This is an optimization exercise on Yosys and OpenROAD, whose aim is small area, not a production implementation.
Function was checked by simulation only, so behaviour that the tests miss may differ from the original.
No driver is modelled on the clock port, so clocking that relies on it looks cheaper here than on a real chip.
Power figures rest on the tool's default switching activity, not on a simulated workload.

== alpha ==
Design kmb, start of the top module:
module kmb (
    input  wire        clk,
    input  wire        rst,         
    input  wire [12:0] key_in,
    input  wire        btn_in,
    input  wire        tick_ms,
    input  wire        tx_ready,
    output wire        tx_valid,
    output wire [7:0]  tx_data,
    output wire        tx_last,
    output wire        led,
    output wire        overlay,
    output reg         res_valid,
    output reg  [2:0]  res_kind,
    output reg  [3:0]  res_line,
    output reg  [1:0]  res_slot
);
    localparam [4:0] S_IDLE  = 5'd0;
    localparam [4:0] S_SCAN  = 5'd1;
    localparam [4:0] S_TXN0  = 5'd2;    
    localparam [4:0] S_TXN1  = 5'd3;    
    localparam [4:0] S_TXN2  = 5'd4;    
    localparam [4:0] S_WSET  = 5'd5;    
    localparam [4:0] S_FLASH = 5'd16;
    localparam [4:0] S_WON   = 5'd17;   
    localparam [4:0] S_FGAP  = 5'd18;
    localparam [4:0] S_WOFF  = 5'd19;   
    localparam [4:0] S_TOP   = 5'd20;
    localparam [4:0] S_CH    = 5'd21;
    localparam [4:0] S_TXC0  = 5'd22;   
    localparam [4:0] S_TXC1  = 5'd23;   
    localparam [4:0] S_CHW   = 5'd24;
    localparam [4:0] S_WCH   = 5'd25;   
    localparam [4:0] S_OCTDN = 5'd26;
    localparam [4:0] S_WDN   = 5'd27;   
    localparam [4:0] S_OCTUP = 5'd28;
    localparam [4:0] S_WUP   = 5'd29;   
    localparam [2:0] K_CLAIM    = 3'd0;
    localparam [2:0] K_FREE     = 3'd2;
    localparam [2:0] K_OVERFLOW = 3'd3;
    localparam [2:0] K_SPURIOUS = 3'd4;
  ...
==> flow/config.mk <==
export PLATFORM = sky130hd
export DESIGN_NAME = kmb
export DESIGN_NICKNAME = kmb
export VERILOG_FILES = /design/flow/design.v
export SDC_FILE = /design/flow/constraint.sdc
export NUM_CORES = 4
export LEC_CHECK = 0
export CAP_MARGIN = 20
export CORE_MARGIN = 2
export CORE_UTILIZATION = 40
export SLEW_MARGIN = 20
==> flow/constraint.sdc <==
create_clock -name core_clock -period 10.0 [get_ports {clk}]
set_input_delay 2.0000 -clock core_clock [delete_from_list [all_inputs] [get_ports {clk}]]
set_output_delay 2.0000 -clock core_clock [all_outputs]
set_load 0.01 [all_outputs]
standard.sh (not shown) runs the stock make flow with config.mk's settings and CLKGATE_MAP_FILE= SYNTH_SCRIPT=/design/flow/synth_recipe.tcl, a recipe that flattens the netlist after the stock synthesis.
==> flow/flow/run.sh <==
#!/bin/bash
# Own layout flow: the standard ORFS flow (standard.sh) with
#  - synthesis as standard (same script, same register mapping) except for
#    the combinational mapping: no full-adder extraction, and an ABC script
#    built on &deepsyn; it runs with four random seeds and keeps the netlist
#    with the smallest cell area,
#  - minimum-size port buffers,
#  - no timing-driven global placement,
#  - a two-level clock tree built by flow/cts_tree.tcl.
# Each tool's output goes to the logs ORFS writes under orfs/ and syn*/;
# this script's own output goes to run_*.log in the work folder.
set -euo pipefail
W=$PWD
F=$W/flow
sed "s#^source \$::env(SCRIPTS_DIR)/synth_preamble.tcl#&\nset abc_args [list -script \$::env(MY_ABC_SCRIPT) {*}\$lib_args {*}\$lib_dont_use_args -constr \$::env(OBJECTS_DIR)/abc.constr]#" \
    "$FLOW_HOME/scripts/synth.tcl" > "$W/synth_mod.tcl"
sed "s#\$::env(SCRIPTS_DIR)/synth.tcl#$W/synth_mod.tcl#" "$W/synth_recipe.tcl" > "$W/my_synth.tcl"

ARGS=(SYNTH_SCRIPT="$W/my_synth.tcl" ADDER_MAP_FILE= ABC_AREA=1 GPL_TIMING_DRIVEN=0
      BUFFER_PORTS_ARGS="-buffer_cell sky130_fd_sc_hd__buf_1"
      CTS_ARGS="-clk_nets clk -repair_clock_nets -dont_use_dummy_load"
      PRE_CTS_TCL="$F/cts_tree.tcl")

# synthesis with several ABC seeds, in parallel
SEEDS="0 1 2 3"
for s in $SEEDS; do
  sed "s/@SEED@/$s/" "$F/area.abc" > "$W/area_$s.abc"
  bash "$W/standard.sh" "${ARGS[@]}" WORK_HOME="$W/syn$s" MY_ABC_SCRIPT="$W/area_$s.abc" synth \
      > "$W/run_synth_$s.log" 2>&1 &
done
wait
best=""
best_area=""
for s in $SEEDS; do
  rpt="$W/syn$s/reports/sky130hd/kmb/base/synth_stat.txt"
  [[ -f "$rpt" ]] || continue
  a=$(awk '/Chip area/ {print $NF}' "$rpt")
  echo "seed $s: area $a" >> "$W/run_select.log"
  if [[ -z "$best" ]] || awk -v a="$a" -v b="$best_area" 'BEGIN {exit !(a < b)}'; then
    best=$s
    best_area=$a
  fi
done
echo "selected seed $best ($best_area)" >> "$W/run_select.log"
rm -rf "$W/orfs"
cp -a "$W/syn$best" "$W/orfs"
bash "$W/standard.sh" "${ARGS[@]}" MY_ABC_SCRIPT="$W/area_$best.abc" finish > "$W/run_flow.log" 2>&1
Other scripts of this flow, unchanged in this note and not shown: flow/flow/area.abc, flow/flow/cts_tree.tcl
alpha has completed all stages; timing, DRC and antenna checks passed.
Relative to alpha, the following input files were edited for beta:
--- a/flow/design.v
+++ b/flow/design.v
@@ -107,29 +107,26 @@
             slot_k1   <= 4'hF;
             slot_k2   <= 4'hF;
             slot_k3   <= 4'hF;
             res_valid <= 1'b0;
             res_kind  <= 3'd0;
             res_line  <= 4'd0;
             res_slot  <= 2'd0;
         end else begin
             res_valid <= 1'b0;
             case (st)
                 S_IDLE: begin
-                    if (btn_in) begin
-                        aux <= 3'd0;
-                        st  <= S_FLASH;
-                    end else begin
-                        cur <= key_in;
-                        st  <= S_SCAN;
-                    end
+                    cur <= key_in;
+                    aux <= 3'd0;
+                    if (btn_in) st <= S_FLASH;
+                    else        st <= S_SCAN;
                 end
                 S_SCAN: begin
                     if (!any_pend) begin
                         st <= S_IDLE;
                     end else begin
                         ack[line] <= pressed;
                         res_valid <= 1'b1;
                         res_kind  <= arb_kind;
                         res_line  <= line;
                         res_slot  <= arb_slot;
                         if (arb_ok) begin
@@ -150,24 +147,24 @@
                 S_FLASH: begin
                     if (aux[1:0] == preset) st <= S_TOP;
                     else                    st <= S_WON;
                 end
                 S_WON:  if (done_150) st <= S_FGAP;
                 S_FGAP: begin
                     aux <= aux + 3'd1;
                     st  <= S_WOFF;
                 end
                 S_WOFF: if (done_150) st <= S_FLASH;
                 S_TOP: begin
+                    aux <= 3'd0;
                     if (btn_in) begin
-                        aux <= 3'd0;
                         st  <= S_CH;
                     end else begin
                         preset <= preset + 2'd1;
                         st     <= S_WSET;
                     end
                 end
                 S_CH: begin
                     if (aux[2])                st  <= S_OCTDN;
                     else if (key_in[aux[1:0]]) st  <= S_TXC0;
                     else                       aux <= aux + 3'd1;
                 end
Findings:
Going from alpha to beta, standard cell core area essentially unchanged, worst slack at placement increased 410 ps, power after layout increased 8.9%, total routed wirelength decreased 67 µm. Summary of beta over alpha: peak clock frequency supported by timing now sits higher, area after synthesis was more or less identical, minimum period implied by the final worst setup slack down 380 ps, global-route wire length before repair fell about 2.4%.

separate check: timing with driven ports:
How much do the figures lean on ideal ports? The routed layouts below were timed once more, with nothing changed but the port constraints. Step 1: set_driving_cell puts a clkbuf_16 on clk and a buf_2 on each other input, an assumption about the parent block. Step 2, shift: input delay + t, output delay - t, t = (earliest + latest rising clock arrival at the registers) / 2. This alone moves slack from input paths to output paths. Three values: ideal, step 1, step 2; two values: the first two.
run	t, ns	setup slack, ns	worst slew at a driven data input, ns
alpha	0.430	4.409 / 4.409 / 4.409	0.03
beta	0.424	4.788 / 4.788 / 4.788	0.03
After both steps every run listed still meets setup and hold.
